This is an optimization exercise on Yosys and OpenROAD, whose aim is small area, a short achievable clock period and few clock cycles, not a production implementation. Where RTL was checked, it was by simulation tests only, not by an equivalence proof against the original. Only the layout flow was run in runs 1 to 3; the RTL was not checked for function there. No activity file was given, so power comes from the tool's default toggle rates.

==> design.v <==
module dict_expand (
    input  wire       clk,
    input  wire       rst,         
    input  wire       start,       
    output wire [1:0] status,      
    output wire [2:0] err,         
    input  wire       in_valid,
    input  wire       in_end,      
    input  wire [7:0] in_data,
    output wire       in_ready,
    output wire       out_valid,
    output wire [7:0] out_data,
    input  wire       out_ready
);
    localparam [1:0] ST_IDLE = 2'd0, ST_BUSY = 2'd1, ST_DONE = 2'd2, ST_ERROR = 2'd3;
    localparam [2:0] E_NONE = 3'd0, E_MALFORMED = 3'd2, E_INVARIANT = 3'd3,
                     E_CAPACITY = 3'd4;
    function [10:0] phase_tab;
        input [6:0] sel;           
        begin
            case (sel)
            7'd16: phase_tab = {3'd0, 8'b11111111};
            7'd24: phase_tab = {3'd0, 8'b11111000};
            7'd25: phase_tab = {3'd0, 8'b11111000};
            7'd26: phase_tab = {3'd0, 8'b11111000};
            7'd27: phase_tab = {3'd0, 8'b11111000};
            7'd28: phase_tab = {3'd0, 8'b11111000};
            7'd29: phase_tab = {3'd0, 8'b11111000};
            7'd30: phase_tab = {3'd0, 8'b11111000};
            7'd31: phase_tab = {3'd0, 8'b11111000};
            7'd32: phase_tab = {3'd0, 8'b10101010};
            7'd33: phase_tab = {3'd1, 8'b01010101};
            7'd40: phase_tab = {3'd1, 8'b01010000};
            7'd41: phase_tab = {3'd1, 8'b01010000};
            7'd42: phase_tab = {3'd1, 8'b01010000};
            7'd43: phase_tab = {3'd1, 8'b01010000};
            7'd44: phase_tab = {3'd1, 8'b01010000};
            7'd45: phase_tab = {3'd1, 8'b01010000};
            7'd46: phase_tab = {3'd1, 8'b01010000};
            7'd47: phase_tab = {3'd1, 8'b01010000};
            7'd48: phase_tab = {3'd2, 8'b00100100};
            7'd49: phase_tab = {3'd0, 8'b10010010};
            7'd50: phase_tab = {3'd1, 8'b01001001};
            7'd56: phase_tab = {3'd2, 8'b00100000};
            7'd57: phase_tab = {3'd2, 8'b00100000};
            7'd58: phase_tab = {3'd2, 8'b00100000};
            7'd59: phase_tab = {3'd2, 8'b00100000};
            7'd60: phase_tab = {3'd2, 8'b00100000};
            7'd61: phase_tab = {3'd2, 8'b00100000};
            7'd62: phase_tab = {3'd2, 8'b00100000};
            7'd63: phase_tab = {3'd2, 8'b00100000};
            7'd64: phase_tab = {3'd0, 8'b10001000};
            7'd65: phase_tab = {3'd1, 8'b01000100};
            7'd66: phase_tab = {3'd2, 8'b00100010};
            7'd67: phase_tab = {3'd3, 8'b00010001};
            7'd72: phase_tab = {3'd1, 8'b01000000};
            7'd73: phase_tab = {3'd1, 8'b01000000};
            7'd74: phase_tab = {3'd1, 8'b01000000};
            7'd75: phase_tab = {3'd1, 8'b01000000};
            7'd76: phase_tab = {3'd1, 8'b01000000};
            7'd77: phase_tab = {3'd1, 8'b01000000};
            7'd78: phase_tab = {3'd1, 8'b01000000};
            7'd79: phase_tab = {3'd1, 8'b01000000};
            7'd80: phase_tab = {3'd3, 8'b00010000};
            7'd81: phase_tab = {3'd4, 8'b00001000};
            7'd82: phase_tab = {3'd0, 8'b10000100};
            7'd83: phase_tab = {3'd1, 8'b01000010};
            7'd84: phase_tab = {3'd2, 8'b00100001};
            7'd88: phase_tab = {3'd0, 8'b10000000};
            7'd89: phase_tab = {3'd0, 8'b10000000};
            7'd90: phase_tab = {3'd0, 8'b10000000};
            7'd91: phase_tab = {3'd0, 8'b10000000};
            7'd92: phase_tab = {3'd0, 8'b10000000};
            7'd93: phase_tab = {3'd0, 8'b10000000};
            7'd94: phase_tab = {3'd0, 8'b10000000};
            7'd95: phase_tab = {3'd0, 8'b10000000};
            7'd96: phase_tab = {3'd2, 8'b00100000};
            7'd97: phase_tab = {3'd3, 8'b00010000};
            7'd98: phase_tab = {3'd4, 8'b00001000};
            7'd99: phase_tab = {3'd5, 8'b00000100};
            7'd100: phase_tab = {3'd0, 8'b10000010};
            7'd101: phase_tab = {3'd1, 8'b01000001};
            7'd104: phase_tab = {3'd5, 8'b00000000};
            7'd105: phase_tab = {3'd5, 8'b00000000};
            7'd106: phase_tab = {3'd5, 8'b00000000};
            7'd107: phase_tab = {3'd5, 8'b00000000};
            7'd108: phase_tab = {3'd5, 8'b00000000};
            7'd109: phase_tab = {3'd5, 8'b00000000};
            7'd110: phase_tab = {3'd5, 8'b00000000};
            7'd111: phase_tab = {3'd5, 8'b00000000};
            default: phase_tab = 11'd0;
            endcase
        end
    endfunction
    function [2:0] code_width;
        input [7:0] u;
        begin
            if      (u <= 8'd2)  code_width = 3'd1;
            else if (u <= 8'd4)  code_width = 3'd2;
            else if (u <= 8'd8)  code_width = 3'd3;
            else if (u <= 8'd16) code_width = 3'd4;
            else if (u <= 8'd32) code_width = 3'd5;
            else                 code_width = 3'd6;
        end
    endfunction
    function ge6;
        input [5:0] x;
        input [5:0] u;
        integer b;
        reg gt, eq;
        begin
            gt = 1'b0;
            eq = 1'b1;
            for (b = 5; b >= 0; b = b - 1) begin
                gt = gt | (eq & x[b] & ~u[b]);
                eq = eq & ~(x[b] ^ u[b]);
            end
            ge6 = gt | eq;
        end
    endfunction
    reg  [1:0] st;
    reg        em;                 
    reg  [2:0] err_r;
    reg        rdy;
    reg  [5:0] ph;
    reg  [6:0] nb;                 
    reg        lagv;               
    reg  [7:0] hdr0;               
    reg  [2:0] ulo;                
    wire [7:0] U   = {hdr0[4:0], ulo};
    wire [5:0] U6  = U[5:0];
    wire [2:0] pad = 3'd0 - hdr0[7:5];
    reg  [2:0] cw;                 
    wire [5:0] cmask = ~(6'h3f << cw);                    
    wire [7:0] vmask = 8'hff >> pad;                      
    wire busy     = (st == ST_BUSY);
    wire start_go = start & ~busy;
    wire acc      = in_valid & rdy;
    wire wr       = acc & ~in_end;
    wire endm     = acc & in_end;
    reg  [511:0] ring;
    always @(posedge clk)
        ring <= {ring[503:0], wr ? in_data : ring[511:504]};
    wire [511:0] dview;
    genvar g;
    generate
        for (g = 0; g < 64; g = g + 1) begin : g_view
            assign dview[8*g +: 8] = {ring[8*g +: 5], ring[8*((g+63)%64)+5 +: 3]};
        end
    endgenerate
    reg        q_k1;               
    reg        q_code;             
    reg        q_first;            
    reg  [7:0] q_ends;             
    reg  [2:0] q_jn;               
    reg  [1:0] q_err;              
    reg        q_pz;               
    reg        bad_acc;            
    reg  [1:0] errl;               
    reg        pzl;                
    reg  [9:0] rb;                 
    wire       r_code  = (U != 8'd0) && ({1'b0, nb} > U) && (nb[6:1] != 6'd0);
    wire       r_first = r_code & ~q_code;
    wire [10:0] ptab   = phase_tab({code_width(U), r_first, q_jn});
    wire [7:0] r_ends  = ptab[7:0] & {8{r_code}};
    wire       r_pz    = r_first && (pad == 3'd5);
    reg  [1:0] r_err;
    always @(*) begin
        if (!r_code)
            r_err = 2'd2;
        else if (r_first && pad[2:1] == 2'b11)
            r_err = 2'd3;
        else if (!r_pz && !r_ends[7 - pad])
            r_err = 2'd2;
        else
            r_err = 2'd0;
    end
    wire [15:0] cwin = ring[15:0];                        
    reg  [7:0]  ge;
    integer i;
    always @(*) begin
        for (i = 0; i < 8; i = i + 1)
            ge[i] = ge6(cwin[7-i +: 6] & cmask, U6);
    end
    wire       bad_all   = |(q_ends & ge);
    wire       bad_valid = |(q_ends & vmask & ge);
    wire       pz      = q_k1 | q_pz;
    wire [1:0] errl_c  = q_k1 ? ((U != 8'd0) ? 2'd2 : (pad == 3'd5) ? 2'd0 : 2'd3) :
                         (q_err != 2'd0) ? q_err :
                         (bad_acc | bad_valid) ? 2'd3 : 2'd0;
    wire [1:0] err_use = lagv ? errl_c : errl;
    wire       pz_use  = lagv ? pz : pzl;
    reg        einit;
    reg  [5:0] p;                  
    reg  [6:0] cur;                
    reg  [7:0] sl0, sl1, sl2, sl3;
    reg  [3:0] rv;                 
    reg  [3:0] s;                  
    reg        s2v;
    reg  [5:0] dp;                 
    reg        hv;
    reg  [7:0] head;
    reg        ov;
    reg  [7:0] w0, w1;
    always @(*) begin
        case (cur[1:0])
            2'd0:    begin w0 = sl0; w1 = sl1; end
            2'd1:    begin w0 = sl1; w1 = sl2; end
            2'd2:    begin w0 = sl2; w1 = sl3; end
            default: begin w0 = sl3; w1 = sl0; end
        endcase
    end
    wire [15:0] wwin  = {w0, w1} >> s;
    wire [5:0]  code  = wwin[5:0] & cmask;
    wire        xw    = (s <= 4'd8);                      
    wire        span  = (s < 4'd8);                       
    wire        can1  = rv[0] & (~span | rv[1]);
    wire        adv1_a = can1 & (~s2v | ~hv);
    wire        adv1_b = can1 & ov;
    wire        adv2_a = s2v & ~hv;
    wire        adv2_b = s2v & ov;
    wire        take  = ov & out_ready;
    wire        adv1  = adv1_a | (adv1_b & out_ready);
    wire        adv2  = adv2_a | (adv2_b & out_ready);
    wire        hv_n  = adv2 | (hv & ~take);
    wire        cons  = adv1 & xw;                        
    wire        z     = rv[0] & (p[1:0] == 2'd0);
    wire [3:0]  tsel  = z ? p[5:2] - 4'd1 : p[5:2];
    wire [2:0]  jt    = z ? 3'd4 : {1'b0, p[1:0]};       
    wire [7:0]  F     = dview[32*tsel +: 8];
    wire [7:0]  dlt   = {1'b0, nb} - {1'b0, cur};            
    wire        dpos  = ~dlt[7];
    wire        dhi   = |dlt[6:3];
    wire [5:0]  dgt;                                      
    assign dgt[0] = dpos & (dhi | (dlt[2:0] > 3'd0));
    assign dgt[1] = dpos & (dhi | (dlt[2:0] > 3'd1));
    assign dgt[2] = dpos & (dhi | (dlt[2:0] > 3'd2));
    assign dgt[3] = dpos & (dhi | (dlt[2:0] > 3'd3));
    assign dgt[4] = dpos & (dhi | (dlt[2:0] > 3'd4));
    assign dgt[5] = dpos & (dhi | (dlt[2:0] > 3'd5));
    reg         tav;
    always @(*) begin
        case (jt)
            3'd0:    tav = dgt[1] | (em & dgt[0]);
            3'd1:    tav = dgt[2] | (em & dgt[1]);
            3'd2:    tav = dgt[3] | (em & dgt[2]);
            3'd3:    tav = dgt[4] | (em & dgt[3]);
            default: tav = dgt[5] | (em & dgt[4]);
        endcase
    end
    wire        ld_a  = einit & tav & ~jt[2];             
    wire        ld_b  = einit & tav;                      
    wire        load  = ld_a | (ld_b & cons);
    wire [3:0]  lsel  = 4'd1 << ph[1:0];
    wire [3:0]  rv_k  = rv | ({3'd0, ld_a} << jt[1:0]);
    wire [4:0]  rv_s  = {1'b0, rv} | ({4'd0, ld_b} << jt);
    wire [3:0]  rv_n  = cons ? rv_s[4:1] : rv_k;
    wire        init_e = lagv & q_first;
    wire [5:0]  p_i   = p + 6'd1;
    wire [6:0]  cur_i = cur + 7'd1;
    wire [3:0]  s_n   = xw ? s - {1'b0, cw} + 4'd8 : s - {1'b0, cw};
    wire [5:0]  dp_n  = ph - code;
    wire [5:0]  dp_i  = dp + 6'd1;
    always @(posedge clk) begin
        if (load & lsel[0]) sl0 <= F;
        if (load & lsel[1]) sl1 <= F;
        if (load & lsel[2]) sl2 <= F;
        if (load & lsel[3]) sl3 <= F;
        if (start_go) begin
            rv    <= 4'd0;
            einit <= 1'b0;
        end else if (init_e) begin
            rv    <= 4'd0;
            einit <= 1'b1;
            p     <= 6'd1;
            cur   <= nb - 7'd1;
            s     <= 4'd0 - {1'b0, cw};
        end else begin
            rv  <= rv_n;
            p   <= cons ? p : p_i;
            cur <= cons ? cur_i : cur;
            if (adv1) s <= s_n;
        end
        dp <= adv1 ? dp_n : dp_i;
        if (start_go)  s2v <= 1'b0;
        else if (adv1) s2v <= 1'b1;
        else if (adv2) s2v <= 1'b0;
        if (adv2) head <= dview[8*dp +: 8];
        hv <= start_go ? 1'b0 : hv_n;
    end
    wire [9:0] rb_ld = {nb - U[6:0], 3'b000} - {6'd0, pad} - 10'd11;
    wire [9:0] rb_m  = rb - {7'd0, cw};
    wire       last  = (rb == {7'd0, cw});
    wire       ok_e  = (err_use == 2'd0) & ~pz_use;
    always @(posedge clk) begin
        ph   <= start_go ? 6'd63 : ph + 6'd1;
        lagv <= wr & ~start_go;
        cw    <= code_width(U);
        if (wr && nb == 7'd0) hdr0 <= in_data;
        if (wr && nb == 7'd1) ulo  <= in_data[7:5];
        if (start_go) begin
            q_k1    <= 1'b0;
            q_code  <= 1'b0;
            q_first <= 1'b0;
            q_ends  <= 8'd0;
            q_err   <= 2'd2;
            q_pz    <= 1'b0;
            bad_acc <= 1'b0;
            errl    <= 2'd2;
            pzl     <= 1'b0;
        end else if (lagv) begin
            errl    <= errl_c;
            pzl     <= pz;
            bad_acc <= bad_acc | bad_all;
            q_k1    <= (nb == 7'd1);
            q_code  <= r_code;
            q_first <= r_first;
            q_ends  <= r_ends;
            if (r_code) q_jn <= ptab[10:8];
            q_err   <= r_err;
            q_pz    <= r_pz;
        end
        if (em) begin
            if (take) rb <= rb_m;
        end else begin
            rb <= rb_ld;
        end
        if (rst) begin
            st    <= ST_IDLE;
            err_r <= E_NONE;
            rdy   <= 1'b0;
            ov    <= 1'b0;
        end else if (start_go) begin
            st    <= ST_BUSY;
            em    <= 1'b0;
            err_r <= E_NONE;
            rdy   <= 1'b1;
            nb    <= 7'd0;
            ov    <= 1'b0;
        end else if (busy && !em) begin
            if (acc)
                rdy <= ~in_end & ~nb[6];
            else
                rdy <= (ph + 6'd2 == nb[5:0]);
            if (wr) begin
                if (nb[6]) begin
                    st    <= ST_ERROR;
                    err_r <= E_CAPACITY;
                end else begin
                    nb <= nb + 7'd1;
                end
            end else if (endm) begin
                if (err_use != 2'd0) begin
                    st    <= ST_ERROR;
                    err_r <= {1'b0, err_use};
                end else if (pz_use) begin
                    st <= ST_DONE;
                end
                em   <= ok_e;
                ov   <= ok_e & hv_n;
            end
        end else if (busy) begin
            if (take && last) begin
                st <= ST_DONE;
                ov <= 1'b0;
            end else begin
                ov <= hv_n;
            end
        end else begin
            ov <= 1'b0;
        end
    end
    assign status    = st;
    assign err       = err_r;
    assign in_ready  = rdy;
    assign out_valid = ov;
    assign out_data  = head;
endmodule
==> flow/run.sh <==
#!/bin/bash
# Standard layout, with repair_timing asked to overfix setup (the SDC and
# clock period are the design's; only the repair target is tighter), and
# the port buffers made of buf_4 cells.
set -euo pipefail
export SETUP_SLACK_MARGIN=9.0
export BUFFER_PORTS_ARGS="-buffer_cell sky130_fd_sc_hd__buf_4"
bash standard.sh > standard_flow.log 2>&1
==> standard.sh <==
#!/bin/bash
# synth_recipe.tcl (not shown) runs the flow's synth.tcl, then flattens the netlist and writes it again
# the make line also repeats each setting of config.mk as NAME=value (left out here)
make -C /OpenROAD-flow-scripts/flow DESIGN_CONFIG=/design/flow/config.mk WORK_HOME=/design/flow/orfs CLKGATE_MAP_FILE= SYNTH_SCRIPT=/design/flow/synth_recipe.tcl "${@:-finish}"
==> config.mk <==
export PLATFORM = sky130hd
export DESIGN_NAME = dict_expand
export DESIGN_NICKNAME = dict_expand
export VERILOG_FILES = /design/flow/design.v
export SDC_FILE = /design/flow/constraint.sdc
export NUM_CORES = 4
export LEC_CHECK = 0
export CAP_MARGIN = 20
export CORE_MARGIN = 2
export CORE_UTILIZATION = 40
export CTS_CLUSTER_DIAMETER = 100
export CTS_CLUSTER_SIZE = 25
export PLACE_DENSITY = 0.6
export SLEW_MARGIN = 20
==> constraint.sdc <==
create_clock -name core_clock -period 12.5 [get_ports {clk}]
set_input_delay 2.5000 -clock core_clock [delete_from_list [all_inputs] [get_ports {clk}]]
set_output_delay 2.5000 -clock core_clock [all_outputs]
set_load 0.01 [all_outputs]
==> impl_metrics.py, run 1 <==
metrics = {
    "floorplan": {
        "die_x_um": 257,
        "ios": 29,
        "dieArea_um2": 66000,
        "start_util_pct": 40.5,
        "fp.dieH_um": 257,
        "core_um2": 63200,
        "num_rows": 92,
    },
    "synthesis": {
        "synthAdderAreaFrac_pct": 4.01,
        "synth.avg_cell_area_um2": 13.0,
        "synthFlopType": "dfxtp_1",
        "muxShareOfSynthArea_pct": 20.0,
        "synth_area_leaders": "dfxtp_1 44%, mux4_2 18%, edfxtp_1 10%",
        "async_flop_share_pct": 0,
        "synth-simple-area-share_pct": 8.61,
        "ys_types": 85,
        "syn-num-nets": 2053,
        "yosysSeqAreaShare_pct": 54.3,
        "yosysWarnings": 1,
        "synth_enable_flop_cells": 89,
        "synth_xor_xnor_area_share_pct": 2.33,
        "synth_top_family_by_area": "multiplexers",
        "syn_inst": 1963,
        "synth_compound_area_share_pct": 8.13,
        "synth_top_area_share_pct": 43.8,
        "synth_largest_area_cell": "dfxtp_1",
        "synth_area_um2": 25600,
        "ys_ff_latch": 649,
    },
    "worst_setup_path": {
        "path_max_fanout": 1,
        "critPathArrivalTime_ps": 1270,
        "cpLargestDelayFamily": "flip-flops",
        "cp_slowest_stage_delay_ps": 480,
        "critPathSlowestCell": "edfxtp_1",
        "worstSetupPathType": "register to primary output",
        "cp-start-kind": "register",
        "end_kind": "primary output",
        "required_ps": 10000,
        "path_buf_inv": 1,
        "path_cells": "buf_6",
    },
    "placed_design": {
        "placed_area_um2": 26700,
        "io_buffers": 28,
        "dp_cells": 2742,
        "hpwlAfterDp_um": 39100,
        "gp_congestion": 0.901,
        "pre_cts_ws_ps": 8330,
    },
    "clock_tree": {
        "htreeDepth": 1,
        "ctsLongestPathBuffers": 3,
        "cts_tree": "yes",
        "numCtsBuffers": 31,
        "path_clk_slew_ps": 100,
        "clkSinkCount": 649,
        "clk_latency_ps": 640,
        "cts_hold_buffers": 0,
        "root_buffer": "clkbuf_16",
    },
    "route": {
        "first_iter_violations": 1420,
        "drc": 0,
        "wl_per_cell_um": 20.9,
        "viasPerCell": 5.61,
        "vias": 15928,
        "dr.pass1.iters": 9,
        "detail-route-antenna-nets": 0,
        "routed_wl_um": 59300,
    },
    "timing": {
        "hold_violations": 0,
        "period_share_pct": 30.2,
        "period_minus_slack_ps": 3770,
        "slew_headroom_pct": 38.5,
        "setup_viol": 0,
        "worst_slack_ps": 8730,
        "max_freq_ghz": 0.265,
        "setup-tns-final_ps": 0,
        "slew_violations": 0,
        "fin_hold_ws_ps": 342,
        "finalClockSkew_ps": 27.9,
        "rsz0062_at_grt": "true",
        "tightest_slew_ps": 921,
    },
    "cells_and_area": {
        "design_area_um2": 28400,
        "nNetsFinal": 2066,
        "mostFrequentLayoutCell": "dfxtp_1",
        "post-route-util_pct": 44.9,
        "area_growth_pct": 10.9,
        "drive_above_1_share_pct": 22.7,
        "mostFrequentLayoutCells": "547 x dfxtp_1, 210 x mux4_2, 104 x nand2_1",
        "fin_cells": 2838,
    },
    "outcome": {
        "status": "timing/DRC/antenna clean",
    },
    "grt": {
        "grtUsageTotal_pct": 17.8,
        "grt_pass1_wl_um": 93900,
        "overflow": 0,
        "grt_pass1_vias": 16007,
        "antenna_found_initial": 2,
        "grt_max_degree": 67,
    },
    "power": {
        "p_leak_nw": 10.4,
        "fin_total_pwr_mw": 4.24,
        "p_per_area_nw_per_um2": 149,
        "ir_drop_mv": 0.126,
    },
    "job": {
        "maxCapViolations": 0,
    },
    "worst_hold_path": {
        "hold_class": "register to register",
    },
}
-- path summary, 6_finish.rpt --
| path | from | to | slack (ps) | cells past startpoint |
|---|---|---|---|---|
| setup / recovery | head[4] | out_data[4] | 8730 | 1 |
| hold / removal | ring[443] | ring[451] | 340 | 0 |
| setup reg to reg | cur[0] | dp[5] | 8900 | 16 |
| hold reg to reg | ring[443] | ring[451] | 340 | 0 |
-- flip-flops by register name, indices dropped and copies added (netlist names), 3 cells and up --
register	cells
head	8
rv	4
q_jn	3
ulo	3
nb	7
cur	7
sl3	8
cw	3
sl0	8
err_r	3
sl2	8
ph	6
q_ends	8
sl1	8
p	6
ring	512
s	4
dp	6
hdr0	8
rb	10
-- where the power goes --
| group | total (mW) | switching, mW | internal (mW) |
|---|---|---|---|
| clock | 1.15 | 0.667 | 0.483 |
| sequential | 2.28 | 0.104 | 2.18 |
| combinational | 0.809 | 0.433 | 0.376 |
| total | 4.24 | 1.20 | 3.04 |
-- kinds of logic (layout without fill, tap and decap cells) --
kind of cell,after synthesis,count (layout)
other cells,0,1
mux,247,247
simple gates,432,432
buf+inv,174,202
compound gates,314,314
fa+ha+maj,79,79
flops,649,649
xor+xnor,68,68
-- area by class of cell --
cell class	count	area, um2
Fill cell	5665	34800
Sequential cell	649	13900
Multi-Input combinational cell	1140	11400
Tap cell	846	1060
Clock buffer	43	842
Timing Repair Buffer	90	808
Inverter	62	244
Clock inverter	5	71.3
Timing Repair inverter	2	15.0
Antenna cell	1	2.50
-- what timing repair did --
item | 4_1_cts | 5_1_grt
setup endpoints to repair | 115 | 83
gates resized for setup | 68 | 32
gates cloned | 2 | 0
setup buffers | 27 | 18
pin swaps | 18 | 14
hold endpoints to repair | 0 | 0
-- per-layer routing --
layer	GRT usage (%)	wire, um	vias to the layer above
li1	-	-	7345
met1	25.9	27900	8113
met2	28.8	28000	396
met3	1.80	2320	74
met4	4.02	1150	0
met5	0	0	-
-- Yosys cell counts (9+ instances only) --
cell type  count
nor3_1        35
buf_2         13
a21oi_1       96
a21o_1         9
nand2b_1      23
nor2b_1       32
nand3_1       42
xnor2_1       50
edfxtp_1      89
and2_1        22
nand2_1      107
a222oi_1      16
ha_1          70
clkbuf_1      80
mux4_2       210
inv_1         56
a31oi_1       18
mux2i_1       28
nor2_1        87
xor2_1        18
and3_1        20
nor4_1        11
dfxtp_1      560
buf_1         18
a211oi_1      16
mux2_2         9
o21ai_0       60
o21a_1         9
==> run 2, diff against run 1 <==
--- a/config.mk
+++ b/config.mk
@@ -9,6 +9,6 @@
 export CORE_MARGIN = 2
 export CORE_UTILIZATION = 40
 export CTS_CLUSTER_DIAMETER = 100
-export CTS_CLUSTER_SIZE = 25
+export CTS_CLUSTER_SIZE = 30
 export PLACE_DENSITY = 0.6
 export SLEW_MARGIN = 20
==> run 2 against run 1 <==
Compared with the run above:
- power shrank 1.6%
- cell count decreased by 0.28%
- die area did not move
- critical path type unchanged
==> impl_metrics.py, run 2 <==
metrics = {
    "clock_tree": {
        "ctsLongestPathBuffers": 3,
        "clk_latency_ps": 630,
        "root_buffer": "clkbuf_16",
        "numCtsBuffers": 27,
        "cts_tree": "yes",
        "htreeDepth": 1,
        "clkSinkCount": 649,
        "cts_hold_buffers": 0,
        "path_clk_slew_ps": 120,
    },
    "route": {
        "viasPerCell": 5.64,
        "dr.pass1.iters": 7,
        "first_iter_violations": 1429,
        "vias": 15957,
        "routed_wl_um": 59300,
        "wl_per_cell_um": 20.9,
        "drc": 0,
        "detail-route-antenna-nets": 0,
    },
    "timing": {
        "hold_violations": 0,
        "finalClockSkew_ps": 24.7,
        "max_freq_ghz": 0.266,
        "setup-tns-final_ps": 0,
        "tightest_slew_ps": 935,
        "rsz0062_at_grt": "true",
        "worst_slack_ps": 8740,
        "slew_violations": 0,
        "fin_hold_ws_ps": 327,
        "period_minus_slack_ps": 3760,
        "period_share_pct": 30.1,
        "setup_viol": 0,
        "slew_headroom_pct": 37.6,
    },
    "grt": {
        "grt_pass1_vias": 15878,
        "grt_pass1_wl_um": 93600,
        "overflow": 0,
        "grt_max_degree": 67,
        "antenna_found_initial": 2,
        "grtUsageTotal_pct": 17.7,
    },
    "placed_design": {
        "hpwlAfterDp_um": 39100,
        "gp_congestion": 0.901,
        "pre_cts_ws_ps": 8330,
        "dp_cells": 2742,
        "io_buffers": 28,
        "placed_area_um2": 26700,
    },
    "worst_setup_path": {
        "worstSetupPathType": "register to primary output",
        "critPathArrivalTime_ps": 1260,
        "endpoint": "out_data[6]",
        "reg2reg_from": "cur[0]",
        "reg2regPathDepth": 18,
        "cp-start-kind": "register",
        "critPathSlowestCell": "edfxtp_1",
        "path_max_fanout": 1,
        "end_kind": "primary output",
        "worstSetupPathDepth": 1,
        "worstReg2RegEnd": "dp[5]",
        "cpLargestDelayFamily": "flip-flops",
        "startpoint": "head[6]",
        "required_ps": 10000,
        "rrSetupSlack_ps": 8930,
        "path_buf_inv": 1,
        "path_cells": "buf_6",
        "cp_slowest_stage_delay_ps": 470,
    },
    "power": {
        "p_per_area_nw_per_um2": 148,
        "power.switching_mw": 1.20,
        "ir_drop_mv": 0.122,
        "p_leak_nw": 10.3,
        "combPwrFrac_pct": 19.3,
        "p_seq_share_pct": 54.7,
        "fin_total_pwr_mw": 4.17,
        "p_int_mw": 2.98,
        "p_clk_share_pct": 26.0,
        "sw_frac_of_total_pct": 28.7,
    },
    "synthesis": {
        "syn_inst": 1963,
        "netlist_top_cells_count": "560 x dfxtp_1, 210 x mux4_2, 107 x nand2_1",
        "synth_area_um2": 25600,
        "ys_ff_latch": 649,
        "synth_enable_flop_cells": 89,
        "synth.avg_cell_area_um2": 13.0,
        "async_flop_share_pct": 0,
        "yosysWarnings": 1,
        "synthFlopType": "dfxtp_1",
        "synth_largest_area_cell": "dfxtp_1",
        "synth_top_area_share_pct": 43.8,
        "ys_types": 85,
        "syn-num-nets": 2053,
        "synth_most_common_cell": "dfxtp_1",
        "synth_area_leaders": "dfxtp_1 44%, mux4_2 18%, edfxtp_1 10%",
        "yosysSeqAreaShare_pct": 54.3,
    },
    "floorplan": {
        "die_x_um": 257,
        "core_um2": 63200,
        "ios": 29,
        "fp.dieH_um": 257,
        "num_rows": 92,
        "start_util_pct": 40.5,
        "dieArea_um2": 66000,
    },
    "cells_and_area": {
        "mostFrequentLayoutCells": "547 x dfxtp_1, 210 x mux4_2, 104 x nand2_1",
        "mostFrequentLayoutCell": "dfxtp_1",
        "post-route-util_pct": 44.6,
        "top_regs": "ring: 512 flops, rb: 10 flops",
        "design_area_um2": 28200,
        "area_growth_pct": 10.3,
        "largest_reg_flops": 512,
        "fin_cells": 2830,
        "drive_above_1_share_pct": 22.4,
        "top_register": "ring",
        "fill_cells": 5660,
        "nNetsFinal": 2058,
    },
    "worst_hold_path": {
        "hold_start": "ring[395]",
        "hold_class": "register to register",
    },
    "job": {
        "maxCapViolations": 0,
    },
    "outcome": {
        "status": "timing/DRC/antenna clean",
    },
}
-- run 2: cell counts after synthesis --
No cell type changed its count.
-- run 2: how the worst min path moves through the flow --
stage | to | slack [ps] | cells after the start
after floorplan | ring[117] | 330 | 0
after global placement | ring[416] | 330 | 0
after detailed placement | ring[310] | 330 | 0
after CTS | ring[55] | 350 | 0
after global routing | ring[479] | 350 | 0
final | ring[403] | 330 | 0
-- run 2: cell type report --
class | instances | area, um2 | area share, %
Antenna cell | 1 | 2.50 | 0.00887
Clock buffer | 37 | 723 | 2.56
Clock inverter | 7 | 100 | 0.355
Inverter | 62 | 244 | 0.865
Multi-Input combinational cell | 1140 | 11400 | 40.4
Sequential cell | 649 | 13900 | 49.3
Tap cell | 846 | 1060 | 3.75
Timing Repair Buffer | 85 | 753 | 2.67
Timing Repair inverter | 3 | 22.5 | 0.0798
-- run 2: power by group through the flow --
stage	registers (mW)	logic (mW)	clock network, mW
after CTS	2.30	0.790	1.12
after floorplan	2.26	0.630	0
final	2.28	0.805	1.09
after global routing	2.29	0.872	1.19
after detailed placement	2.35	0.777	0
after global placement	2.35	0.774	0
-- run 2: metal layers --
metal | wire length, um | track usage, %
met1 | 27500 | 25.9
met2 | 28100 | 28.7
met3 | 2610 | 1.81
met4 | 1140 | 3.73
met5 | 0 | 0
-- run 2: timing repair --
item                                   CTS  global route
endpoints found under the hold margin    0             0
setup endpoints to repair              113            85
pin swaps                               21             6
resized for setup                       72            26
gates cloned                             3             0
buffers inserted                        23            17
-- run 2: logic make-up (layout without fill, tap and decap cells) --
family | after synthesis | in the layout | synth area share, %
flip-flops | 649 | 649 | 54.3
AO/OA/AOI/OAI | 314 | 314 | 8.13
XOR/XNOR | 68 | 68 | 2.33
buffers and inverters | 174 | 194 | 2.65
multiplexers | 247 | 247 | 20.0
other | 0 | 1 | 0
AND/OR/NAND/NOR | 432 | 432 | 8.61
adder cells (fa/ha/maj) | 79 | 79 | 4.01
-- run 2: worst register-to-register path, cell delays in order, from the launching register on --
cell and delay, ps:
edfxtp_1 470, buf_4 180, ha_4 220, a222oi_1 360, a21oi_1 150, and2_1 170
a211oi_2 150, a211oi_1 70, a211o_1 300, o211ai_1 130, ha_1 270, nor2b_1 130
o21ai_1 120, nand2b_1 80, a21o_1 170, a21oi_2 130, xnor2_1 140, xnor2_1 150
o21ai_1 70
==> run 3, diff against run 2 <==
--- a/config.mk
+++ b/config.mk
@@ -7,8 +7,6 @@
 export LEC_CHECK = 0
 export CAP_MARGIN = 20
 export CORE_MARGIN = 2
-export CORE_UTILIZATION = 40
-export CTS_CLUSTER_DIAMETER = 100
-export CTS_CLUSTER_SIZE = 30
-export PLACE_DENSITY = 0.6
+export CORE_UTILIZATION = 60
+export PLACE_DENSITY = 0.75
 export SLEW_MARGIN = 20
==> run 3 against run 2 <==
Compared with the run above:
- synthesized area did not move
- clock skew increased by 1.6 ps
- clock-buffer cell count rose by 45
- sequential share of layout area down 1.6 points
- power grew 21%
- register-to-register slack worse by 70 ps
- core utilization is 25 points higher
- wire length is 0.37% lower
- synthesized cell count unchanged
- setup slack lost 35 ps
- cell count decreased by 8.1%
- non-clock buffer count rose by 9
==> impl_metrics.py, run 3 <==
metrics = {
    "outcome": {
        "status": "timing/DRC/antenna clean",
    },
    "timing": {
        "tightest_slew_ps": 1150,
        "slew_headroom_pct": 23.0,
        "period_share_pct": 30.4,
        "hold_violations": 0,
        "rsz0062_at_grt": "true",
        "setup-tns-final_ps": 0,
        "period_minus_slack_ps": 3800,
        "max_freq_ghz": 0.263,
        "fin_hold_ws_ps": 330,
        "finalClockSkew_ps": 26.3,
        "slew_violations": 0,
        "setup_viol": 0,
    },
    "clock_tree": {
        "ctsLongestPathBuffers": 3,
        "numCtsBuffers": 61,
        "root_buffer": "clkbuf_16",
        "cts_tree": "yes",
        "path_clk_slew_ps": 60,
        "clkSinkCount": 649,
        "htreeDepth": 2,
        "clk_latency_ps": 640,
    },
    "grt": {
        "grt_pass1_wl_um": 92500,
        "grt_pass1_vias": 16208,
        "grt_max_degree": 68,
        "antenna_found_initial": 0,
        "overflow": 0,
        "grtUsageTotal_pct": 26.7,
    },
    "route": {
        "dr.pass1.iters": 11,
        "first_iter_violations": 1483,
        "viasPerCell": 6.29,
        "routed_wl_um": 59100,
        "vias": 16351,
        "wl_per_cell_um": 22.7,
        "drc": 0,
        "detail-route-antenna-nets": 0,
    },
    "floorplan": {
        "dieArea_um2": 44300,
        "fp.dieH_um": 210,
        "num_rows": 75,
        "core_um2": 42000,
        "start_util_pct": 60.8,
        "ios": 29,
        "die_x_um": 210,
    },
    "worst_setup_path": {
        "rrSetupSlack_ps": 8860,
        "path_max_fanout": 1,
        "end_kind": "primary output",
        "critPathSlowestCell": "edfxtp_1",
        "cpLargestDelayFamily": "flip-flops",
        "required_ps": 10000,
        "path_buf_inv": 1,
        "worstSetupPathType": "register to primary output",
        "cp_slowest_stage_delay_ps": 500,
        "critPathArrivalTime_ps": 1300,
        "startpoint": "head[6]",
        "path_cells": "buf_6",
        "reg2reg_from": "cur[1]",
        "cp-start-kind": "register",
    },
    "cells_and_area": {
        "regArea_um2": 13900,
        "fill_cells": 2810,
        "top_register": "ring",
        "mostFrequentLayoutCell": "dfxtp_1",
        "largest_reg_flops": 512,
        "drive_above_1_share_pct": 24.8,
        "area_growth_pct": 14.0,
        "multi_input_area_um2": 11300,
        "nNetsFinal": 2099,
        "antennaDiodeCount": 0,
        "mostFrequentLayoutCells": "548 x dfxtp_1, 210 x mux4_2, 103 x nand2_1",
        "top_regs": "ring: 512 flops, rb: 10 flops",
    },
    "synthesis": {
        "synth_compound_area_share_pct": 8.13,
        "synth_xor_xnor_area_share_pct": 2.33,
        "synth_area_leaders": "dfxtp_1 44%, mux4_2 18%, edfxtp_1 10%",
        "syn_inst": 1963,
        "async_flop_share_pct": 0,
        "yosysWarnings": 1,
        "synth_area_um2": 25600,
        "synth_enable_flop_cells": 89,
        "synth-simple-area-share_pct": 8.61,
        "yosysSeqAreaShare_pct": 54.3,
        "synth.avg_cell_area_um2": 13.0,
        "synth_largest_area_cell": "dfxtp_1",
        "synthAdderAreaFrac_pct": 4.01,
        "synth_top_area_share_pct": 43.8,
        "netlist_top_cells_count": "560 x dfxtp_1, 210 x mux4_2, 107 x nand2_1",
        "ys_types": 85,
        "syn-num-nets": 2053,
        "synthFlopType": "dfxtp_1",
        "synth_top_family_by_area": "multiplexers",
        "muxShareOfSynthArea_pct": 20.0,
        "synth_most_common_cell": "dfxtp_1",
        "ys_ff_latch": 649,
    },
    "placed_design": {
        "hpwlAfterDp_um": 36500,
        "io_buffers": 28,
        "gp_congestion": 0.917,
    },
    "job": {
        "maxCapViolations": 0,
    },
    "power": {
        "p_leak_nw": 11.0,
        "ir_drop_mv": 0.151,
        "p_per_area_nw_per_um2": 173,
        "fin_total_pwr_mw": 5.03,
    },
    "worst_hold_path": {
        "hold_start": "ring[459]",
        "hold_class": "register to register",
    },
}
[run 3: cell counts after synthesis]
Identical to the previous run, type by type.
[run 3: what timing repair did]
| item | in CTS | in global routing |
|---|---|---|
| endpoints found under the setup margin | 111 | 87 |
| hold buffers | 0 | 0 |
| pin swaps | 1 | 16 |
| buffers inserted | 18 | 32 |
| gates resized for setup | 53 | 27 |
| gates cloned | 1 | 0 |
| endpoints found under the hold margin | 0 | 0 |
[run 3: metrics by stage]
stage	setup WS (ps)	utilization, %	cells	instance area (um2)
2_1_floorplan	8920	-	1963	25700
3_3_place_gp	8510	62.6	2434	26300
3_5_place_dp	8420	62.6	2434	26300
4_1_cts	8710	68.5	2568	28800
5_1_grt	8680	69.3	2600	29200
6_report	8700	69.3	2600	29200
[run 3: cell families (layout without fill, tap and decap cells)]
family	count (synthesis)	after routing
adder cells (fa/ha/maj)	79	79
AND/OR/NAND/NOR	432	432
XOR/XNOR	68	68
flip-flops	649	649
AO/OA/AOI/OAI	314	314
buffers and inverters	174	272
multiplexers	247	247
[run 3: power by group]
group          internal, mW  switching, mW
registers              2.18          0.137
logic                 0.365          0.393
clock network          1.13          0.825
[run 3: worst paths after layout]
path                                    end  cells past startpoint
worst max-delay path            out_data[6]                      1
worst max register to register        dp[5]                     17
worst min register to register    ring[467]                      0
worst min-delay path              ring[467]                      0
[run 3: layout make-up]
class,count,share of cell area (%)
clock buffer,82,5.97
tap,539,2.31
timing repair inverter,1,0.0258
multi-input combinational,1140,38.9
timing repair buffer,94,2.85
clock inverter,33,1.39
sequential,649,47.7
inverter,62,0.846
[run 3: per-layer routing]
metal	global-route usage [%]	wire [um]
met5	0	0
met3	3.96	3760
met1	38.0	25500
met4	7.53	1460
met2	43.3	28300
==> run 4, diff against run 3 <==
--- a/design.v
+++ b/design.v
@@ -197,7 +197,7 @@
     reg  [3:0] rv;                 
     reg  [3:0] s;                  
     reg        s2v;
-    reg  [5:0] dp;                 
+    reg  [5:0] c2r;                
     reg        hv;
     reg  [7:0] head;
     reg        ov;
@@ -259,8 +259,7 @@
     wire [5:0]  p_i   = p + 6'd1;
     wire [6:0]  cur_i = cur + 7'd1;
     wire [3:0]  s_n   = xw ? s - {1'b0, cw} + 4'd8 : s - {1'b0, cw};
-    wire [5:0]  dp_n  = ph - code;
-    wire [5:0]  dp_i  = dp + 6'd1;
+    wire [5:0]  dp    = ph - 6'd1 - c2r;                  
     always @(posedge clk) begin
         if (load & lsel[0]) sl0 <= F;
         if (load & lsel[1]) sl1 <= F;
@@ -281,7 +280,7 @@
             cur <= cons ? cur_i : cur;
             if (adv1) s <= s_n;
         end
-        dp <= adv1 ? dp_n : dp_i;
+        if (adv1) c2r <= code;
         if (start_go)  s2v <= 1'b0;
         else if (adv1) s2v <= 1'b1;
         else if (adv2) s2v <= 1'b0;
--- a/config.mk
+++ b/config.mk
@@ -7,6 +7,8 @@
 export LEC_CHECK = 0
 export CAP_MARGIN = 20
 export CORE_MARGIN = 2
-export CORE_UTILIZATION = 60
-export PLACE_DENSITY = 0.75
+export CORE_UTILIZATION = 40
+export CTS_CLUSTER_DIAMETER = 100
+export CTS_CLUSTER_SIZE = 25
+export PLACE_DENSITY = 0.6
 export SLEW_MARGIN = 20
==> run 4 against run 3 <==
Compared with the run above:
- clock skew decreased by 7.1 ps
- clock power down 43%
- setup slack better by 20 ps
- global-route usage down 9.1 points
- clock-buffer cell count decreased by 39
- register-to-register slack gained 230 ps
- synthesized cell count fell by 0.46%
- non-clock buffer count is 28 lower
- via count decreased by 4.8%
- critical path type unchanged
==> impl_metrics.py, run 4 <==
metrics = {
    "outcome": {
        "status": "timing/DRC/antenna clean",
    },
    "worst_hold_path": {
        "hold_depth": 0,
        "hold_start": "ring[167]",
        "hold_path_end": "ring[175]",
        "hold_class": "register to register",
    },
    "synthesis": {
        "netlist_top_cells_count": "554 x dfxtp_1, 203 x mux4_2, 103 x nand2_1",
        "synthAdderAreaFrac_pct": 3.94,
        "synth_enable_flop_cells": 95,
        "yosysWarnings": 1,
        "synth_area_um2": 25500,
        "synth_top_family_by_area": "multiplexers",
        "synth_largest_area_cell": "dfxtp_1",
        "synth_compound_area_share_pct": 8.52,
        "synth_xor_xnor_area_share_pct": 2.41,
        "synthFlopType": "dfxtp_1",
        "syn-num-nets": 2043,
        "ys_ff_latch": 649,
        "synth-simple-area-share_pct": 7.73,
        "yosysSeqAreaShare_pct": 54.7,
        "ys_types": 87,
        "synth_most_common_cell": "dfxtp_1",
        "muxShareOfSynthArea_pct": 19.6,
        "syn_inst": 1954,
        "async_flop_share_pct": 0,
        "synth_area_leaders": "dfxtp_1 44%, mux4_2 18%, edfxtp_1 11%",
        "synth.avg_cell_area_um2": 13.0,
        "synth_top_area_share_pct": 43.5,
    },
    "timing": {
        "max_freq_ghz": 0.265,
        "rsz0062_at_grt": "true",
        "tightest_slew_ps": 1000,
        "setup-tns-final_ps": 0,
        "setup_viol": 0,
        "period_minus_slack_ps": 3780,
        "period_share_pct": 30.2,
        "slew_violations": 0,
        "slew_headroom_pct": 33.1,
        "fin_hold_ws_ps": 341,
        "finalClockSkew_ps": 19.2,
        "hold_violations": 0,
    },
    "power": {
        "ir_drop_mv": 0.118,
        "p_leak_nw": 10.3,
        "power.switching_mw": 1.19,
        "p_seq_share_pct": 52.8,
        "p_int_mw": 3.02,
        "p_per_area_nw_per_um2": 151,
        "combPwrFrac_pct": 20.9,
        "sw_frac_of_total_pct": 28.3,
        "p_clk_share_pct": 26.3,
    },
    "floorplan": {
        "ios": 29,
        "core_um2": 63100,
        "die_x_um": 256,
        "start_util_pct": 40.4,
        "fp.dieH_um": 256,
        "dieArea_um2": 65700,
        "num_rows": 92,
    },
    "worst_setup_path": {
        "path_cells": "buf_6",
        "worstReg2RegEnd": "q_err[1]",
        "reg2regPathDepth": 11,
        "cp-start-kind": "register",
        "worstSetupPathType": "register to primary output",
        "path_buf_inv": 1,
        "required_ps": 10000,
        "critPathArrivalTime_ps": 1280,
        "rrSetupSlack_ps": 9090,
        "cp_slowest_stage_delay_ps": 490,
        "reg2reg_from": "ulo[1]",
        "critPathSlowestCell": "edfxtp_1",
        "end_kind": "primary output",
        "path_max_fanout": 1,
        "cpLargestDelayFamily": "flip-flops",
    },
    "cells_and_area": {
        "mostFrequentLayoutCells": "544 x dfxtp_1, 203 x mux4_2, 100 x nand2_1",
        "fin_cells": 2802,
        "fill_cells": 5715,
        "drive_above_1_share_pct": 19.6,
        "regArea_um2": 14000,
        "largest_reg_flops": 512,
        "multi_input_area_um2": 11000,
        "top_regs": "ring: 512 flops, rb: 10 flops",
        "mostFrequentLayoutCell": "dfxtp_1",
        "top_register": "ring",
        "area_growth_pct": 9.73,
        "nNetsFinal": 2029,
        "post-route-util_pct": 44.3,
        "antennaDiodeCount": 0,
    },
    "placed_design": {
        "io_buffers": 28,
        "dp_cells": 2730,
        "hpwlAfterDp_um": 38500,
        "gp_congestion": 0.848,
    },
    "clock_tree": {
        "ctsLongestPathBuffers": 3,
        "clkSinkCount": 649,
        "root_buffer": "clkbuf_16",
        "path_clk_slew_ps": 100,
        "numCtsBuffers": 30,
        "clk_latency_ps": 630,
        "cts_tree": "yes",
        "htreeDepth": 1,
    },
    "route": {
        "dr.pass1.iters": 9,
        "routed_wl_um": 58800,
        "wl_per_cell_um": 21.0,
        "vias": 15572,
        "first_iter_violations": 1188,
        "detail-route-antenna-nets": 0,
        "drc": 0,
        "viasPerCell": 5.56,
    },
    "grt": {
        "antenna_found_initial": 1,
        "overflow": 0,
        "grtUsageTotal_pct": 17.6,
        "grt_pass1_wl_um": 92300,
        "grt_max_degree": 49,
        "grt_pass1_vias": 15798,
    },
    "job": {
        "maxCapViolations": 0,
    },
}
## run 4: cell types whose count changed after synthesis, moves of 10 or more
cell	delta
nor3_1	-13
clkbuf_1	-10
buf_2	+16
buf_1	-12
inv_1	+16
## run 4: logic make-up (layout without fill, tap and decap cells)
logic type	after synthesis	count (layout)
adders and majority gates	77	77
DFF	649	649
AOI/OAI and AO/OA	329	329
and+or+nand+nor	394	394
buffers and inverters	191	193
xor gates and xnor gates	70	70
muxes	244	244
## run 4: repair_timing
action / in CTS / in global routing
setup endpoints to repair: 116 / 89
resized for setup: 46 / 17
gates cloned: 1 / 1
hold buffers: 0 / 0
buffers inserted: 15 / 7
pin swaps: 3 / 6
## run 4: through the flow
| step | instance area (um2) | worst slack [ps] | total power [mW] |
|---|---|---|---|
| after floorplan | 25600 | 8580 | 2.83 |
| after global placement | 26500 | 7860 | 3.08 |
| after detailed placement | 26500 | 7780 | 3.09 |
| after CTS | 27800 | 8690 | 4.24 |
| after global routing | 28000 | 8690 | 4.39 |
| final | 28000 | 8720 | 4.22 |
## run 4: cell type report
| class | count | share of cell area, % |
|---|---|---|
| clock buffer | 43 | 2.86 |
| inverter | 79 | 1.07 |
| multi-input combinational | 1114 | 39.4 |
| tap | 846 | 3.79 |
| clock inverter | 5 | 0.237 |
| timing repair buffer | 66 | 2.66 |
| sequential | 649 | 49.9 |
## run 4: how the worst max path moves through the flow
stage | from | end | slack [ps] | cells after the start
after global placement | ph[0] | head[6] | 7860 | 9
after CTS | head[4] | out_data[4] | 8690 | 1
after detailed placement | ph[0] | head[2] | 7780 | 9
after floorplan | out_ready | sl0[0] | 8580 | 7
final | head[5] | out_data[5] | 8720 | 1
after global routing | head[5] | out_data[5] | 8690 | 1
## run 4: power groups by stage
stage	clock network (mW)	logic, mW	registers [mW]
floorplan	0	0.582	2.25
CTS	1.14	0.871	2.23
global route	1.21	0.937	2.24
finish	1.11	0.880	2.23
global placement	0	0.804	2.27
detailed placement	0	0.810	2.28
## run 4: metal layers
layer | GRT usage [%] | wire length (um) | up-vias
met5 | 0 | 0 | -
met4 | 3.62 | 878 | 0
met3 | 1.80 | 2510 | 63
met2 | 29.1 | 28000 | 359
met1 | 25.2 | 27400 | 7906
li1 | - | - | 7244
Testbench counts of run 4, summed over its fixed seeds: cycles 30,599.
==> run 5, diff against run 4 <==
--- a/config.mk
+++ b/config.mk
@@ -9,6 +9,6 @@
 export CORE_MARGIN = 2
 export CORE_UTILIZATION = 40
 export CTS_CLUSTER_DIAMETER = 100
-export CTS_CLUSTER_SIZE = 25
+export CTS_CLUSTER_SIZE = 30
 export PLACE_DENSITY = 0.6
 export SLEW_MARGIN = 20
==> run 5 against run 4 <==
Compared with the run above:
- critical path depth unchanged
- synthesized area stayed put
- via count is 0.10% lower
- highest routed layer unchanged
- global-route usage down 0.063 points
- still clean on timing, DRC and antenna
- sequential power about the same
- register-to-register slack about the same
- largest power group unchanged
- wire length shrank 0.89%
- clock-buffer cell count decreased by 7
- setup slack improved by 18 ps
==> impl_metrics.py, run 5 <==
metrics = {
    "outcome": {
        "status": "timing/DRC/antenna clean",
    },
    "job": {
        "maxCapViolations": 0,
    },
    "timing": {
        "period_share_pct": 30.1,
        "setup-tns-final_ps": 0,
        "setup_viol": 0,
        "period_minus_slack_ps": 3760,
        "rsz0062_at_grt": "true",
        "tightest_slew_ps": 1040,
        "slew_violations": 0,
        "slew_headroom_pct": 30.9,
        "hold_violations": 0,
        "max_freq_ghz": 0.266,
        "fin_hold_ws_ps": 335,
        "finalClockSkew_ps": 23.1,
    },
    "power": {
        "power.switching_mw": 1.19,
        "p_int_mw": 2.97,
        "p_per_area_nw_per_um2": 150,
        "p_leak_nw": 10.2,
        "combPwrFrac_pct": 20.7,
        "p_clk_share_pct": 25.8,
        "p_seq_share_pct": 53.5,
        "ir_drop_mv": 0.128,
        "sw_frac_of_total_pct": 28.6,
    },
    "synthesis": {
        "syn_inst": 1954,
        "synthFlopType": "dfxtp_1",
        "ys_types": 87,
        "synth_largest_area_cell": "dfxtp_1",
        "synth_enable_flop_cells": 95,
        "synth_area_leaders": "dfxtp_1 44%, mux4_2 18%, edfxtp_1 11%",
        "synth_most_common_cell": "dfxtp_1",
        "synth.avg_cell_area_um2": 13.0,
        "ys_ff_latch": 649,
        "async_flop_share_pct": 0,
        "synth_top_area_share_pct": 43.5,
        "synth_area_um2": 25500,
        "yosysWarnings": 1,
        "syn-num-nets": 2043,
        "yosysSeqAreaShare_pct": 54.7,
        "netlist_top_cells_count": "554 x dfxtp_1, 203 x mux4_2, 103 x nand2_1",
    },
    "placed_design": {
        "io_buffers": 28,
        "placed_area_um2": 26500,
        "dp_cells": 2730,
        "gp_congestion": 0.848,
        "hpwlAfterDp_um": 38500,
    },
    "cells_and_area": {
        "post-route-util_pct": 44.2,
        "design_area_um2": 27900,
        "nNetsFinal": 2024,
        "fin_cells": 2795,
        "antennaDiodeCount": 0,
        "top_register": "ring",
        "largest_reg_flops": 512,
        "area_growth_pct": 9.34,
        "mostFrequentLayoutCell": "dfxtp_1",
        "mostFrequentLayoutCells": "544 x dfxtp_1, 203 x mux4_2, 100 x nand2_1",
        "top_regs": "ring: 512 flops, rb: 10 flops",
        "drive_above_1_share_pct": 19.6,
    },
    "worst_setup_path": {
        "required_ps": 10000,
        "cp-start-kind": "register",
        "reg2regPathDepth": 11,
        "reg2reg_from": "ulo[1]",
        "path_max_fanout": 1,
        "path_cells": "buf_6",
        "cpLargestDelayFamily": "flip-flops",
        "worstReg2RegEnd": "q_err[1]",
        "critPathArrivalTime_ps": 1260,
        "rrSetupSlack_ps": 9100,
        "end_kind": "primary output",
        "path_buf_inv": 1,
        "critPathSlowestCell": "edfxtp_1",
        "worstSetupPathType": "register to primary output",
        "cp_slowest_stage_delay_ps": 480,
    },
    "floorplan": {
        "fp.dieH_um": 256,
        "dieArea_um2": 65700,
        "core_um2": 63100,
        "die_x_um": 256,
        "ios": 29,
        "num_rows": 92,
        "start_util_pct": 40.4,
    },
    "worst_hold_path": {
        "hold_path_end": "ring[375]",
        "hold_depth": 0,
        "hold_class": "register to register",
        "hold_start": "ring[367]",
    },
    "route": {
        "drc": 0,
        "viasPerCell": 5.57,
        "routed_wl_um": 58300,
        "detail-route-antenna-nets": 0,
        "dr.pass1.iters": 6,
        "vias": 15556,
        "wl_per_cell_um": 20.8,
        "first_iter_violations": 1229,
    },
    "grt": {
        "grt_pass1_vias": 15788,
        "overflow": 0,
        "grt_pass1_wl_um": 92100,
        "antenna_found_initial": 1,
        "grtUsageTotal_pct": 17.5,
        "grt_max_degree": 49,
    },
    "clock_tree": {
        "clkSinkCount": 649,
        "ctsLongestPathBuffers": 3,
        "clk_latency_ps": 620,
        "numCtsBuffers": 27,
        "htreeDepth": 1,
        "cts_tree": "yes",
        "root_buffer": "clkbuf_16",
        "path_clk_slew_ps": 110,
    },
}
## run 5: cell counts after synthesis
Identical to the previous run, type by type.
## run 5: cells by family after synthesis
logic type	after synthesis	synth area share, %
buf+inv	191	3.09
flops	649	54.7
compound gates	329	8.52
mux	244	19.6
simple gates	394	7.73
fa+ha+maj	77	3.94
xor+xnor	70	2.41
## run 5: final cells by class
cell class	count	area, um2
fill	5725	35200
sequential	649	14000
multi-input combinational	1114	11000
tap	846	1060
clock buffer	36	709
timing repair buffer	64	688
inverter	79	304
clock inverter	7	106
## run 5: power groups by stage
stage	logic, mW	registers, mW	clock network [mW]
2_1_floorplan	0.582	2.25	0
3_3_place_gp	0.804	2.27	0
3_5_place_dp	0.810	2.28	0
4_1_cts	0.866	2.23	1.11
5_1_grt	0.925	2.24	1.18
6_report	0.863	2.23	1.07
## run 5: worst max path at each step
stage,from,end,slack [ps],depth (start not counted)
3_3_place_gp,ph[0],head[6],7860,9
5_1_grt,head[1],out_data[1],8690,1
2_1_floorplan,out_ready,sl0[0],8580,7
3_5_place_dp,ph[0],head[2],7780,9
6_report,head[5],out_data[5],8740,1
4_1_cts,head[1],out_data[1],8670,1
## run 5: metrics by stage
stage / setup slack (ps) / power, mW
final: 8740 / 4.17
after global routing: 8690 / 4.34
after CTS: 8670 / 4.20
after detailed placement: 7780 / 3.09
after global placement: 7860 / 3.08
after floorplan: 8580 / 2.83
## run 5: layer usage
metal	track usage, %	vias up	part of all wire, %
met5	0	-	0
met4	3.78	0	2.1
met3	1.74	71	3.5
met2	28.9	312	48
met1	25.1	7943	47
li1	-	7230	-
## run 5: repair_timing
action                                  CTS  global route
gates resized for setup                  46            20
endpoints found under the setup margin  116            86
hold buffers                              0             0
pin swaps                                 3             6
cloned                                    1             1
buffers inserted                         15             5
==> run 6, diff against run 5 <==
--- a/config.mk
+++ b/config.mk
@@ -10,5 +10,6 @@
 export CORE_UTILIZATION = 40
 export CTS_CLUSTER_DIAMETER = 100
 export CTS_CLUSTER_SIZE = 30
+export GPL_TIMING_DRIVEN = 1
 export PLACE_DENSITY = 0.6
 export SLEW_MARGIN = 20
==> run 6 against run 5 <==
Compared with the run above:
- still clean
- setup slack stayed put
- clock-buffer cell count stayed put
- wire length stayed put
- flip-flop and latch count stayed put
- non-clock buffer count stayed put
- global-route usage stayed put
- combinational power hardly changed
- synthesized cell count stayed put
- critical endpoint unchanged
- largest cell class unchanged
==> impl_metrics.py, run 6 <==
metrics = {
    "synthesis": {
        "synth_largest_area_cell": "dfxtp_1",
        "yosysWarnings": 1,
        "netlist_top_cells_count": "554 x dfxtp_1, 203 x mux4_2, 103 x nand2_1",
        "syn_inst": 1954,
        "synth_area_um2": 25500,
        "synth_top_area_share_pct": 43.5,
        "synth.avg_cell_area_um2": 13.0,
        "yosysSeqAreaShare_pct": 54.7,
        "synthFlopType": "dfxtp_1",
        "synth_xor_xnor_area_share_pct": 2.41,
        "synth_most_common_cell": "dfxtp_1",
        "synth_area_leaders": "dfxtp_1 44%, mux4_2 18%, edfxtp_1 11%",
        "synth-simple-area-share_pct": 7.73,
        "synth_enable_flop_cells": 95,
        "syn-num-nets": 2043,
        "muxShareOfSynthArea_pct": 19.6,
        "ys_ff_latch": 649,
        "synth_top_family_by_area": "multiplexers",
        "synth_compound_area_share_pct": 8.52,
        "ys_types": 87,
        "async_flop_share_pct": 0,
        "synthAdderAreaFrac_pct": 3.94,
    },
    "cells_and_area": {
        "area_growth_pct": 9.34,
        "top_register": "ring",
        "nNetsFinal": 2024,
        "antennaDiodeCount": 0,
        "largest_reg_flops": 512,
        "mostFrequentLayoutCell": "dfxtp_1",
        "drive_above_1_share_pct": 19.6,
        "fin_cells": 2795,
        "top_regs": "ring: 512 flops, rb: 10 flops",
        "mostFrequentLayoutCells": "544 x dfxtp_1, 203 x mux4_2, 100 x nand2_1",
    },
    "timing": {
        "period_minus_slack_ps": 3760,
        "tightest_slew_ps": 1040,
        "rsz0062_at_grt": "true",
        "hold_violations": 0,
        "finalClockSkew_ps": 23.1,
        "slew_violations": 0,
        "max_freq_ghz": 0.266,
        "setup-tns-final_ps": 0,
        "slew_headroom_pct": 30.9,
        "setup_viol": 0,
        "period_share_pct": 30.1,
    },
    "clock_tree": {
        "numCtsBuffers": 27,
        "htreeDepth": 1,
        "root_buffer": "clkbuf_16",
        "ctsLongestPathBuffers": 3,
        "path_clk_slew_ps": 110,
        "clk_latency_ps": 620,
        "cts_tree": "yes",
        "clkSinkCount": 649,
    },
    "worst_setup_path": {
        "path_buf_inv": 1,
        "path_cells": "buf_6",
        "reg2regPathDepth": 11,
        "cpLargestDelayFamily": "flip-flops",
        "rrSetupSlack_ps": 9100,
        "worstSetupPathType": "register to primary output",
        "cp-start-kind": "register",
        "end_kind": "primary output",
        "critPathArrivalTime_ps": 1260,
        "worstReg2RegEnd": "q_err[1]",
        "cp_slowest_stage_delay_ps": 480,
        "reg2reg_from": "ulo[1]",
        "path_max_fanout": 1,
        "required_ps": 10000,
        "critPathSlowestCell": "edfxtp_1",
    },
    "job": {
        "maxCapViolations": 0,
    },
    "power": {
        "p_int_mw": 2.97,
        "p_leak_nw": 10.2,
        "ir_drop_mv": 0.128,
        "power.switching_mw": 1.19,
        "combPwrFrac_pct": 20.7,
        "p_per_area_nw_per_um2": 150,
        "sw_frac_of_total_pct": 28.6,
        "p_clk_share_pct": 25.8,
        "p_seq_share_pct": 53.5,
    },
    "route": {
        "detail-route-antenna-nets": 0,
        "dr.pass1.iters": 6,
        "wl_per_cell_um": 20.8,
        "routed_wl_um": 58300,
        "vias": 15556,
        "first_iter_violations": 1229,
        "viasPerCell": 5.57,
        "drc": 0,
    },
    "placed_design": {
        "hpwlAfterDp_um": 38500,
        "dp_cells": 2730,
        "io_buffers": 28,
        "gp_congestion": 0.848,
    },
    "worst_hold_path": {
        "hold_depth": 0,
        "hold_path_end": "ring[375]",
        "hold_class": "register to register",
        "hold_start": "ring[367]",
    },
    "grt": {
        "antenna_found_initial": 1,
        "grt_max_degree": 49,
        "grtUsageTotal_pct": 17.5,
        "grt_pass1_vias": 15788,
        "overflow": 0,
        "grt_pass1_wl_um": 92100,
    },
    "floorplan": {
        "start_util_pct": 40.4,
        "num_rows": 92,
        "die_x_um": 256,
        "dieArea_um2": 65700,
        "ios": 29,
        "fp.dieH_um": 256,
        "core_um2": 63100,
    },
    "outcome": {
        "status": "timing/DRC/antenna clean",
    },
}
[run 6: cell counts after synthesis]
No cell type changed its count.
[run 6: layout make-up]
class / instances / area, um2
clock inverter: 7 / 106
sequential: 649 / 14000
clock buffer: 36 / 709
fill: 5725 / 35200
tap: 846 / 1060
timing repair buffer: 64 / 688
multi-input combinational: 1114 / 11000
inverter: 79 / 304
[run 6: logic make-up (layout without fill, tap and decap cells)]
group | Yosys count | in the layout
flops | 649 | 649
buf+inv | 191 | 186
simple gates | 394 | 394
compound gates | 329 | 329
fa+ha+maj | 77 | 77
xor+xnor | 70 | 70
mux | 244 | 244
[run 6: worst max-delay path by stage]
stage / start / to / slack [ps] / cells after the start
after floorplan: out_ready / sl0[0] / 8580 / 7
after global placement: ph[0] / head[6] / 7860 / 9
after detailed placement: ph[0] / head[2] / 7780 / 9
after CTS: head[1] / out_data[1] / 8670 / 1
after global routing: head[1] / out_data[1] / 8690 / 1
final: head[5] / out_data[5] / 8740 / 1
[run 6: metal layers]
layer  track usage, %  vias to the layer above  routed length [um]
met1             25.1                     7943               27300
met3             1.74                       71                2040
met2             28.9                      312               27700
met5                0                        -                   0
met4             3.78                        0                1240
li1                 -                     7230                   -
[run 6: per-stage QoR]
step / util, % / cell area (um2) / total power, mW / hold slack [ps] / setup WS, ps
2_1_floorplan: - / 25600 / 2.83 / 326 / 8580
3_3_place_gp: 42.1 / 26500 / 3.08 / 328 / 7860
3_5_place_dp: 42.1 / 26500 / 3.09 / 331 / 7780
4_1_cts: 44.0 / 27700 / 4.20 / 338 / 8670
5_1_grt: 44.2 / 27900 / 4.34 / 352 / 8690
6_report: 44.2 / 27900 / 4.17 / 335 / 8740
[run 6: what timing repair did]
item	CTS	global route
buffers inserted	15	5
hold buffers	0	0
gates cloned	1	1
setup endpoints to repair	116	86
pin swaps	3	6
gates resized for setup	46	20
hold endpoints to repair	0	0
[run 6: power by group through the flow]
stage,clock network (mW),logic [mW],registers (mW)
6_report,1.07,0.863,2.23
5_1_grt,1.18,0.925,2.24
4_1_cts,1.11,0.866,2.23
3_5_place_dp,0,0.810,2.28
3_3_place_gp,0,0.804,2.27
2_1_floorplan,0,0.582,2.25
==> run 7, diff against run 6 <==
==> flow/run.sh (replaced) <==
#!/bin/bash
# Standard layout, with repair_timing asked to overfix setup (the SDC and
# clock period are the design's; only the repair target is tighter), and
# the port buffers made of buf_4 cells.
set -euo pipefail
export SETUP_SLACK_MARGIN=8.8
export BUFFER_PORTS_ARGS="-buffer_cell sky130_fd_sc_hd__buf_4"
bash standard.sh > standard_flow.log 2>&1
--- a/config.mk
+++ b/config.mk
@@ -10,6 +10,5 @@
 export CORE_UTILIZATION = 40
 export CTS_CLUSTER_DIAMETER = 100
 export CTS_CLUSTER_SIZE = 30
-export GPL_TIMING_DRIVEN = 1
 export PLACE_DENSITY = 0.6
 export SLEW_MARGIN = 20
==> run 7 against run 6 <==
Compared with the run above:
- setup slack worse by 48 ps
- clock-buffer cell count is 1 higher
- combinational power fell by 2.7%
- synthesized cell count unchanged
- clock power about the same
- via count increased by 0.65%
- largest power group unchanged
- highest routed layer unchanged
==> impl_metrics.py, run 7 <==
metrics = {
    "outcome": {
        "status": "timing/DRC/antenna clean",
    },
    "synthesis": {
        "synth_largest_area_cell": "dfxtp_1",
        "yosysSeqAreaShare_pct": 54.7,
        "synth_area_leaders": "dfxtp_1 44%, mux4_2 18%, edfxtp_1 11%",
        "async_flop_share_pct": 0,
        "synth_most_common_cell": "dfxtp_1",
        "synth_area_um2": 25500,
        "synth.avg_cell_area_um2": 13.0,
        "synth_top_area_share_pct": 43.5,
        "netlist_top_cells_count": "554 x dfxtp_1, 203 x mux4_2, 103 x nand2_1",
        "ys_types": 87,
        "ys_ff_latch": 649,
        "synthFlopType": "dfxtp_1",
        "synth_enable_flop_cells": 95,
        "yosysWarnings": 1,
        "syn_inst": 1954,
        "syn-num-nets": 2043,
    },
    "floorplan": {
        "core_um2": 63100,
        "ios": 29,
        "dieArea_um2": 65700,
        "die_x_um": 256,
        "fp.dieH_um": 256,
        "start_util_pct": 40.4,
        "num_rows": 92,
    },
    "power": {
        "p_per_area_nw_per_um2": 150,
        "p_leak_nw": 10.2,
        "ir_drop_mv": 0.109,
    },
    "cells_and_area": {
        "top_register": "ring",
        "post-route-util_pct": 43.9,
        "fill_cells": 5758,
        "drive_above_1_share_pct": 18.7,
        "top_regs": "ring: 512 flops, rb: 10 flops",
        "mostFrequentLayoutCells": "548 x dfxtp_1, 203 x mux4_2, 102 x nand2_1",
        "nNetsFinal": 2024,
        "mostFrequentLayoutCell": "dfxtp_1",
        "largest_reg_flops": 512,
        "fin_cells": 2797,
        "area_growth_pct": 8.65,
    },
    "clock_tree": {
        "htreeDepth": 1,
        "root_buffer": "clkbuf_16",
        "path_clk_slew_ps": 110,
        "numCtsBuffers": 27,
        "clkSinkCount": 649,
        "cts_hold_buffers": 0,
        "ctsLongestPathBuffers": 3,
        "clk_latency_ps": 620,
        "cts_tree": "yes",
    },
    "timing": {
        "finalClockSkew_ps": 24.2,
        "period_share_pct": 30.5,
        "setup_viol": 0,
        "fin_hold_ws_ps": 336,
        "slew_headroom_pct": 31.0,
        "rsz0062_at_grt": "true",
        "hold_violations": 0,
        "setup-tns-final_ps": 0,
        "max_freq_ghz": 0.263,
        "slew_violations": 0,
        "period_minus_slack_ps": 3810,
        "tightest_slew_ps": 1030,
    },
    "worst_setup_path": {
        "path_cells": "buf_6",
        "path_buf_inv": 1,
        "cp-start-kind": "register",
        "critPathSlowestCell": "edfxtp_1",
        "cpLargestDelayFamily": "flip-flops",
        "critPathArrivalTime_ps": 1310,
        "end_kind": "primary output",
        "cp_slowest_stage_delay_ps": 510,
        "worstSetupPathType": "register to primary output",
        "path_max_fanout": 1,
        "required_ps": 10000,
    },
    "route": {
        "vias": 15657,
        "met3_length_um": 2460,
        "highest_layer": "met4",
        "viasPerCell": 5.60,
        "drc": 0,
        "wl_met1_um": 26900,
        "wl_per_cell_um": 20.7,
        "routed-wl-met2_um": 27300,
        "first_iter_violations": 1238,
        "detail-route-antenna-nets": 0,
        "routed_wl_um": 58000,
        "dr.pass1.iters": 9,
    },
    "placed_design": {
        "dp_cells": 2730,
        "gp_congestion": 0.832,
        "io_buffers": 28,
        "hpwlAfterDp_um": 38300,
    },
    "worst_hold_path": {
        "hold_class": "register to register",
    },
    "grt": {
        "grt_pass1_wl_um": 91300,
        "grt_max_degree": 67,
        "antenna_found_initial": 0,
        "grtUsageTotal_pct": 17.4,
        "overflow": 0,
        "grt_pass1_vias": 15724,
    },
    "job": {
        "maxCapViolations": 0,
    },
}
## run 7: logic make-up (layout without fill, tap and decap cells)
family	Yosys count	after routing	synth area share (%)
muxes	244	244	19.6
AOI/OAI and AO/OA	329	329	8.52
adders and majority gates	77	77	3.94
xor gates and xnor gates	70	70	2.41
other	0	1	0
and+or+nand+nor	394	394	7.73
DFF	649	649	54.7
buffers and inverters	191	187	3.09
## run 7: final cells by class
class,count,area [um2],share of cell area [%]
clock inverters,7,104,0.375
clock buffers,37,713,2.58
multi-input cells,1114,10900,39.5
well taps,846,1060,3.82
diodes,1,2.50,0.00904
flip-flops and latches,649,14000,50.4
repair buffers,64,611,2.21
inverters,79,300,1.08
## run 7: final timing paths
kind         depth (start not counted)      start  slack [ps]     endpoint
max                                  1    head[3]        8690  out_data[3]
min                                  0  ring[174]         340    ring[182]
max reg2reg                          9      ph[0]        8900      head[3]
min reg2reg                          0  ring[174]         340    ring[182]
## run 7: repair_timing
item | 4_1_cts | 5_1_grt
resized for setup | 17 | 14
setup endpoints to repair | 60 | 86
pin swaps | 3 | 1
setup buffers | 8 | 14
## run 7: layer usage
metal,GRT usage (%),vias to the layer above
met5,0,-
li1,-,7221
met4,3.81,0
met2,28.4,396
met3,2.17,95
met1,24.8,7945
## run 7: through the flow
step,setup slack [ps],area (um2),power (mW)
floorplan,8580,25600,2.83
global placement,7800,26500,3.08
detailed placement,7750,26500,3.09
CTS,8630,27500,4.18
global route,8640,27700,4.32
finish,8690,27700,4.15
## run 7: report_power, final
group | switching (mW) | internal, mW
clock | 0.655 | 0.421
sequential | 0.0540 | 2.17
combinational | 0.482 | 0.358

==> what the ideal ports hide <==
The results above use ideal ports. As a check the final layouts listed here were re-extracted and re-timed, cells and wires unchanged. Step 1: set_driving_cell puts a clkbuf_16 on clk and a buf_2 on each other input, an assumption about the parent block. Step 2 times the ports against the registers' clock, not the clock port: input delays grow and output delays shrink by t, the midpoint of the rising clock arrivals with the driver on. a / b / c = ideal / step 1 / step 2; a / b = the first two.
| run | t, ns | slack for setup (ns) | worst setup path at the end | worst data-port slew with drivers (ns) | pins driven straight from the clock port |
|---|---|---|---|---|---|
| run 1 | 0.691 | 8.726 / 8.664 / 8.479 | input to register | 0.04 | 1 |
| run 2 | 0.678 | 8.737 / 8.678 / 8.476 | input to register | 0.04 | 1 |
| run 3 | 0.688 | 8.702 / 8.642 / 8.472 | input to register | 0.04 | 1 |
| run 4 | 0.674 | 8.722 / 8.667 / 8.419 | input to register | 0.04 | 1 |
| run 5 | 0.665 | 8.739 / 8.683 / 8.406 | input to register | 0.04 | 1 |
| run 6 | 0.665 | 8.739 / 8.683 / 8.406 | input to register | 0.04 | 1 |
| run 7 | 0.665 | 8.691 / 8.635 / 8.248 | input to register | 0.03 | 1 |
After both steps every run listed still meets setup and hold. For run 7, which loses most, drivers alone change the setup slack by -0.056 ns; drivers and shift together by -0.443 ns.
